Source: an optimization exercise on an open RTL-to-GDS flow (aim: small area and few clock cycles). Production flows keep margins and buffers that such runs may drop. Where RTL was checked, it was by simulation tests only, not by an equivalence proof against the original. Power and IR drop assume default switching activity.

==> inputs of run G <==
## lifx_assembler
module lifx_assembler (
    input  wire         clk,
    input  wire         rst,
    input  wire         req_valid,
    output wire         req_ready,
    input  wire [11:0]  hdr_protocol,
    input  wire         hdr_addressable,
    input  wire         hdr_tagged,
    input  wire [1:0]   hdr_origin,
    input  wire [31:0]  hdr_source,
    input  wire [63:0]  hdr_target,
    input  wire [47:0]  hdr_site_id,
    input  wire         hdr_res_required,
    input  wire         hdr_ack_required,
    input  wire [7:0]   hdr_sequence,
    input  wire [63:0]  hdr_timestamp,
    input  wire [15:0]  pld_type,
    input  wire [511:0] pld_data,
    output wire         tx_valid,
    output wire         tx_last,
    output wire [7:0]   tx_data,
    input  wire         tx_ready,
    output wire         res_valid,
    output wire [3:0]   res_status
);
clock: 8.0 ns
lec_check: 0
cap_margin: 20
core_area: 5 5 275 275
die_area: 0 0 280 280
slew_margin: 20
synth_hierarchical: 1
synth_minimum_keep_size: 0
standard.sh (not shown) runs the stock make flow with config.mk's settings and CLKGATE_MAP_FILE= SYNTH_SCRIPT=/design/flow/synth_recipe.tcl, a recipe that flattens the netlist after the stock synthesis.
==> flow/flow/run.sh <==
#!/bin/bash
# Standard layout, with the port buffers made of the smallest buffer cell
# (buf_1) instead of the cell buffer_ports picks by default.
set -euo pipefail
bash standard.sh 'BUFFER_PORTS_ARGS=-buffer_cell sky130_fd_sc_hd__buf_1' finish > orfs_make.log 2>&1
==> run Z (differences from run G) <==
==> flow/flow/run.sh (replaced) <==
#!/bin/bash
# Standard layout, with the port buffers made of the smallest buffer cell
# (buf_1) instead of the cell buffer_ports picks by default, and with power
# recovery (downsizing gates off the critical paths) after global routing.
set -euo pipefail
bash standard.sh 'BUFFER_PORTS_ARGS=-buffer_cell sky130_fd_sc_hd__buf_1' RECOVER_POWER=100 finish > orfs_make.log 2>&1
--- a/flow/config.mk
+++ b/flow/config.mk
@@ -7,6 +7,7 @@
 export LEC_CHECK = 0
 export CAP_MARGIN = 20
 export CORE_AREA = 5 5 275 275
+export CTS_BUF_LIST = sky130_fd_sc_hd__clkbuf_2
 export DIE_AREA = 0 0 280 280
 export SLEW_MARGIN = 20
 export SYNTH_HIERARCHICAL = 1
==> impl_metrics.ini <==
[layout]
clkCellAreaFrac = 0.00207
area_delta_synth_final_pct = 77.3
buf_share = 0.315
final_cells = 2735
insertedDiodeCount = 35
final_cell_mix = 778 x buf_1, 371 x o22ai_1, 204 x nor2_1

[global_routing]
grt_pass1_wl_um = 132000
grt_use_met2 = 0.406
grt_usage = 0.259

[route]
wl_per_cell_um = 39.9
met1Wirelength_um = 44200
drtIter0Drc = 1405
dr.pass1.iters = 5

[pwr]
p_seq_w = 0.0000348
seq_power_share = 0.118
power_density_mw_per_mm2 = 30.6

[timing]
period_share = 0.834

[run_status]
run_status = no timing/DRC/antenna violations
[end of results for run Z]
==> impl_metrics.ini <==
[run_status]
run_status = no timing/DRC/antenna violations

[pwr]
seq_power_share = 0.099
p_seq_w = 0.0000351

[layout]
area_delta_synth_final_pct = 78.5
clkCellAreaFrac = 0.00808
buf_share = 0.313

[route]
wl_per_cell_um = 39.9
dr.pass1.iters = 6
drtIter0Drc = 1442

[global_routing]
grt_use_met2 = 0.405
grt_usage = 0.259
grt_pass1_wl_um = 132000

[timing]
period_share = 0.826
[end of results for run G]
No run of this note included a check of the RTL's function; only the layout flow was run.


==> v14: inputs <==
lifx_assembler, a different RTL version from the one above (not shown whole).
## lifx_assembler
module lifx_assembler (
    input  wire         clk,
    input  wire         rst,
    input  wire         req_valid,
    output wire         req_ready,
    input  wire [11:0]  hdr_protocol,
    input  wire         hdr_addressable,
    input  wire         hdr_tagged,
    input  wire [1:0]   hdr_origin,
    input  wire [31:0]  hdr_source,
    input  wire [63:0]  hdr_target,
    input  wire [47:0]  hdr_site_id,
    input  wire         hdr_res_required,
    input  wire         hdr_ack_required,
    input  wire [7:0]   hdr_sequence,
    input  wire [63:0]  hdr_timestamp,
    input  wire [15:0]  pld_type,
    input  wire [511:0] pld_data,
    output wire         tx_valid,
    output wire         tx_last,
    output wire [7:0]   tx_data,
    input  wire         tx_ready,
    output wire         res_valid,
    output wire [3:0]   res_status
);
    localparam [3:0] ST_OK           = 4'd0;
    localparam [3:0] ST_UNKNOWN_TYPE = 4'd5;
    wire       reg_known;
    wire [6:0] reg_size;
    wire [6:0] reg_last;
    wire [3:0] reg_rsv;
    lifx_registry u_registry (
        .mtype (pld_type),
        .known (reg_known),
        .size  (reg_size),
        .rsv   (reg_rsv)
    );
    reg  [6:0] idx;                       
    wire [6:0] idx_next = idx + 7'd1;
    wire offer = req_valid && !rst;
    assign tx_valid   = offer && reg_known;
    assign tx_last    = (idx_next == reg_size);    
  ...
==> flow/config.mk <==
export PLATFORM = sky130hd
export DESIGN_NAME = lifx_assembler
export DESIGN_NICKNAME = lifx_assembler
export VERILOG_FILES = /design/flow/design.v
export SDC_FILE = /design/flow/constraint.sdc
export NUM_CORES = 4
export LEC_CHECK = 0
export CAP_MARGIN = 20
export CORE_AREA = 5 5 275 275
export CTS_BUF_LIST = sky130_fd_sc_hd__clkbuf_2
export DIE_AREA = 0 0 280 280
export SLEW_MARGIN = 20
export SYNTH_HIERARCHICAL = 1
export SYNTH_MINIMUM_KEEP_SIZE = 0
==> flow/constraint.sdc <==
create_clock -name core_clock -period 8.0 [get_ports {clk}]
set_input_delay 1.6000 -clock core_clock [delete_from_list [all_inputs] [get_ports {clk}]]
set_output_delay 1.6000 -clock core_clock [all_outputs]
set_load 0.01 [all_outputs]
==> flow/flow/run.sh <==
#!/bin/bash
# The standard layout (standard.sh), with three changes to how the layout
# is made:
#  - the port buffers are the smallest buffer cell (buf_1) instead of the cell
#    buffer_ports picks by default;
#  - before floorplanning, every combinational cell is given the smallest drive
#    strength of its function (flow/downsize.tcl); the flow's repair steps
#    size cells up again where timing, slew or load need it;
#  - power recovery (downsizing gates off the critical paths) after global
#    routing.
# Each ORFS step writes its full log under orfs/logs/; make's output goes to
# orfs_make.log.
set -euo pipefail
here=$(pwd)
bash standard.sh \
  'BUFFER_PORTS_ARGS=-buffer_cell sky130_fd_sc_hd__buf_1' \
  "PRE_FLOORPLAN_TCL=$here/flow/downsize.tcl" \
  RECOVER_POWER=100 \
  finish > orfs_make.log 2>&1
==> flow/flow/downsize.tcl <==
# Before floorplanning: give every combinational cell the smallest drive
# strength of its function (same cell name but for the _N size suffix). The
# flow's own timing and design repair size cells up again where needed.
set ds_count 0
set ds_saved 0.0
foreach inst [get_cells *] {
  set lc [get_lib_cells -of_objects $inst]
  set name [get_name $lc]
  if {![regexp {^(sky130_fd_sc_hd__[a-z0-9]+)_([0-9]+)$} $name -> base size]} { continue }
  if {[regexp {^sky130_fd_sc_hd__(df|edf|sdf|dl|sdl|einv|ebuf)} $base]} { continue }
  if {[regexp {^sky130_fd_sc_hd__(buf|clkbuf|clkdlybuf|dlygate|dlymetal|inv|clkinv|conb|lpflow|probe|diode|tap|fill|decap)} $base]} { continue }
  set best $lc
  set best_area [get_property $lc area]
  foreach cand [get_lib_cells ${base}_*] {
    set cn [get_name $cand]
    if {![regexp "^${base}_\[0-9\]+\$" $cn]} { continue }
    if {[get_property $cand dont_use]} { continue }
    set ca [get_property $cand area]
    if {$ca < $best_area} { set best $cand; set best_area $ca }
  }
  if {$best ne $lc} {
    set ds_saved [expr {$ds_saved + [get_property $lc area] - $best_area}]
    replace_cell $inst $best
    incr ds_count
  }
}
puts "downsize: replaced $ds_count cells, [format %.1f $ds_saved] um2 less"
==> v28 (differences from v14) <==
--- a/flow/flow/run.sh
+++ b/flow/flow/run.sh
@@ -1,3 +1,3 @@
 #!/bin/bash
-# The standard layout (standard.sh), with three changes to how the layout
+# The standard layout (standard.sh), with these changes to how the layout
 # is made:
==> comparison table <==
	v28	v14
Average routed wire per standard cell	33.70 um	33.70 um
Outcome	complete, no violations	complete, no violations
Number of warning messages in the yosys log	7	7
GRT Resource Usage Total	20.57%	20.57%
Switching portion of total power	48.64%	48.64%
Buffer share of cell area	34.29%	34.29%
Placed Cells incl. Taps	2,593	2,593
Placement Cell Area	0.009453 mm^2	0.009453 mm^2
Initial antenna violation count	38	38
Length in cells of the worst reg-to-reg path	8	8
Avg Vias per Cell	4.655	4.655
Worst hold start	idx[0]	idx[0]
Final setup viols	0	0
Number of global-route vias before repair	11,795	11,795
Utilization of the core after routing	13.10%	13.10%
Cells after Synth	839	839
Testbench counts of v14, summed over its fixed seeds: cycles 77,707.
Testbench counts of v28, summed over its fixed seeds: cycles 77,707.


==> v18 <==
lifx_assembler, a different RTL version from the one above (not shown whole).
==> flow/config.mk <==
export PLATFORM = sky130hd
export DESIGN_NAME = lifx_assembler
export DESIGN_NICKNAME = lifx_assembler
export VERILOG_FILES = /design/flow/design.v
export SDC_FILE = /design/flow/constraint.sdc
export NUM_CORES = 4
export LEC_CHECK = 0
export CAP_MARGIN = 20
export CORE_AREA = 5 5 275 275
export CTS_BUF_LIST = sky130_fd_sc_hd__clkbuf_2
export DIE_AREA = 0 0 280 280
export SLEW_MARGIN = 20
export SYNTH_HIERARCHICAL = 1
export SYNTH_MINIMUM_KEEP_SIZE = 0
==> flow/constraint.sdc <==
create_clock -name core_clock -period 8.0 [get_ports {clk}]
set_input_delay 1.6000 -clock core_clock [delete_from_list [all_inputs] [get_ports {clk}]]
set_output_delay 1.6000 -clock core_clock [all_outputs]
set_load 0.01 [all_outputs]
==> flow/flow/run.sh <==
#!/bin/bash
# The standard layout (standard.sh), with these changes to how the layout
# is made:
#  - the port buffers are the smallest buffer cell (buf_1) instead of the cell
#    buffer_ports picks by default;
#  - before floorplanning, every combinational cell is given the smallest drive
#    strength of its function (flow/downsize.tcl); the flow's repair steps
#    size cells up again where timing, slew or load need it;
#  - power recovery (downsizing gates off the critical paths) after global
#    routing.
# Each ORFS step writes its full log under orfs/logs/; make's output goes to
# orfs_make.log.
set -euo pipefail
here=$(pwd)
bash standard.sh \
  'BUFFER_PORTS_ARGS=-buffer_cell sky130_fd_sc_hd__buf_1' \
  "PRE_FLOORPLAN_TCL=$here/flow/downsize.tcl" \
  RECOVER_POWER=100 \
  finish > orfs_make.log 2>&1
==> flow/flow/downsize.tcl <==
# Before floorplanning: give every combinational cell the smallest drive
# strength of its function (same cell name but for the _N size suffix), unless
# it drives more than 3 pins. The
# flow's own timing and design repair size cells up again where needed.
set ds_count 0
set ds_saved 0.0
foreach inst [get_cells *] {
  set lc [get_lib_cells -of_objects $inst]
  set name [get_name $lc]
  if {![regexp {^(sky130_fd_sc_hd__[a-z0-9]+)_([0-9]+)$} $name -> base size]} { continue }
  if {[regexp {^sky130_fd_sc_hd__(df|edf|sdf|dl|sdl|einv|ebuf)} $base]} { continue }
  if {[regexp {^sky130_fd_sc_hd__(buf|clkbuf|clkdlybuf|dlygate|dlymetal|inv|clkinv|conb|lpflow|probe|diode|tap|fill|decap)} $base]} { continue }
  # keep cells that drive many pins at the size synthesis chose
  set loads 0
  foreach pin [get_pins -of_objects $inst -filter "direction == output"] {
    foreach net [get_nets -of_objects $pin] {
      incr loads [llength [get_pins -of_objects $net -filter "direction == input"]]
    }
  }
  if {$loads > 3} { continue }
  set best $lc
  set best_area [get_property $lc area]
  foreach cand [get_lib_cells ${base}_*] {
    set cn [get_name $cand]
    if {![regexp "^${base}_\[0-9\]+\$" $cn]} { continue }
    if {[get_property $cand dont_use]} { continue }
    set ca [get_property $cand area]
    if {$ca < $best_area} { set best $cand; set best_area $ca }
  }
  if {$best ne $lc} {
    set ds_saved [expr {$ds_saved + [get_property $lc area] - $best_area}]
    replace_cell $inst $best
    incr ds_count
  }
}
puts "downsize: replaced $ds_count cells, [format %.1f $ds_saved] um2 less"
==> v20 (differences from v18) <==
CAP_MARGIN = 10   (was 20)
SLEW_MARGIN = 10   (was 20)
==> v22 (differences from v18) <==
--- a/flow/flow/run.sh
+++ b/flow/flow/run.sh
@@ -8,5 +8,7 @@
 #    size cells up again where timing, slew or load need it;
 #  - power recovery (downsizing gates off the critical paths) after global
-#    routing.
+#    routing;
+#  - pins may sit on neighbouring routing tracks (place_pins -min_distance 1
+#    -min_distance_in_tracks), so that all ports fit on a smaller die.
 # Each ORFS step writes its full log under orfs/logs/; make's output goes to
 # orfs_make.log.
@@ -17,3 +19,4 @@
   "PRE_FLOORPLAN_TCL=$here/flow/downsize.tcl" \
   RECOVER_POWER=100 \
+  "PLACE_PINS_ARGS=-min_distance 1 -min_distance_in_tracks" \
   finish > orfs_make.log 2>&1
CORE_AREA = 5 5 215 215   (was 5 5 275 275)
DIE_AREA = 0 0 220 220   (was 0 0 280 280)
PLACE_DENSITY = 0.8   (was default)
==> run summary <==
item	v22	v20	v18
Initial antenna violation count	70	38	39
Dpl hpwl	62,600 um	73,600 um	73,600 um
Met1 track demand over resource	28.6%	26.2%	26.7%
CP peak stage delay	0.57 ns	1.63 ns	0.60 ns
Switching fraction of total power	50.2%	51.3%	51.5%
Area of the core	43,900 sq um	72,600 sq um	72,600 sq um
Synth-to-Final Area Change	81.7%	90.7%	91.4%
Share of total power in combinational logic	80.8%	81.9%	81.9%
Final standard cell count with taps included and fillers excluded	2,251	2,584	2,586
Initial Util	10.7%	6.47%	6.47%
Die width	220 um	280 um	280 um
Wire length on met3	7590 um	8840 um	8240 um
Outcome	no timing/DRC/antenna violations	finished with violations	no timing/DRC/antenna violations
Layout check failures	-	capacitance limit, slew limit	-
Testbench counts of v18, summed over its fixed seeds: cycles 77,707.
Testbench counts of v20, summed over its fixed seeds: cycles 77,707.
Testbench counts of v22, summed over its fixed seeds: cycles 77,707.

-- what the ideal ports hide --
Ports are ideal in the flow. The routed layouts listed here were re-timed in OpenROAD. Step 1 (the two cells are an assumption about what drives the block):
set clk [get_ports {clk}]
set_driving_cell -lib_cell sky130_fd_sc_hd__clkbuf_16 $clk
set_driving_cell -lib_cell sky130_fd_sc_hd__buf_2 [delete_from_list [all_inputs] $clk]
Step 2 times the ports against the registers' clock, not the clock port: input delays grow and output delays shrink by t, the midpoint of the rising clock arrivals with the driver on. a / b / c = no drivers / after step 1 / after step 2; a / b = the first two.
| run | t (ns) | setup WS [ns] | clock arrival spread, ns | worst slew at a driven data input, ns |
|---|---|---|---|---|
| run G | 0.277 | 1.393 / 1.363 / 1.363 | 0.001 / 0.000 | 0.25 |
| run Z | 0.276 | 1.326 / 1.293 / 1.293 | 0.002 / 0.001 | 0.26 |
| v14 | 0.287 | 0.434 / 0.394 / 0.394 | 0.003 / 0.004 | 0.32 |
| v28 | 0.287 | 0.434 / 0.394 / 0.394 | 0.003 / 0.004 | 0.32 |
| v18 | 0.258 | 1.333 / 1.263 / 1.263 | 0.002 / 0.001 | 0.26 |
| v20 | 0.255 | 1.234 / 1.197 / 1.292 | 0.001 / 0.000 | 0.22 |
| v22 | 0.270 | 1.566 / 1.539 / 1.539 | 0.004 / 0.004 | 0.21 |
For v18, which loses most, drivers alone change the setup slack by -0.070 ns; drivers and shift together by -0.070 ns.
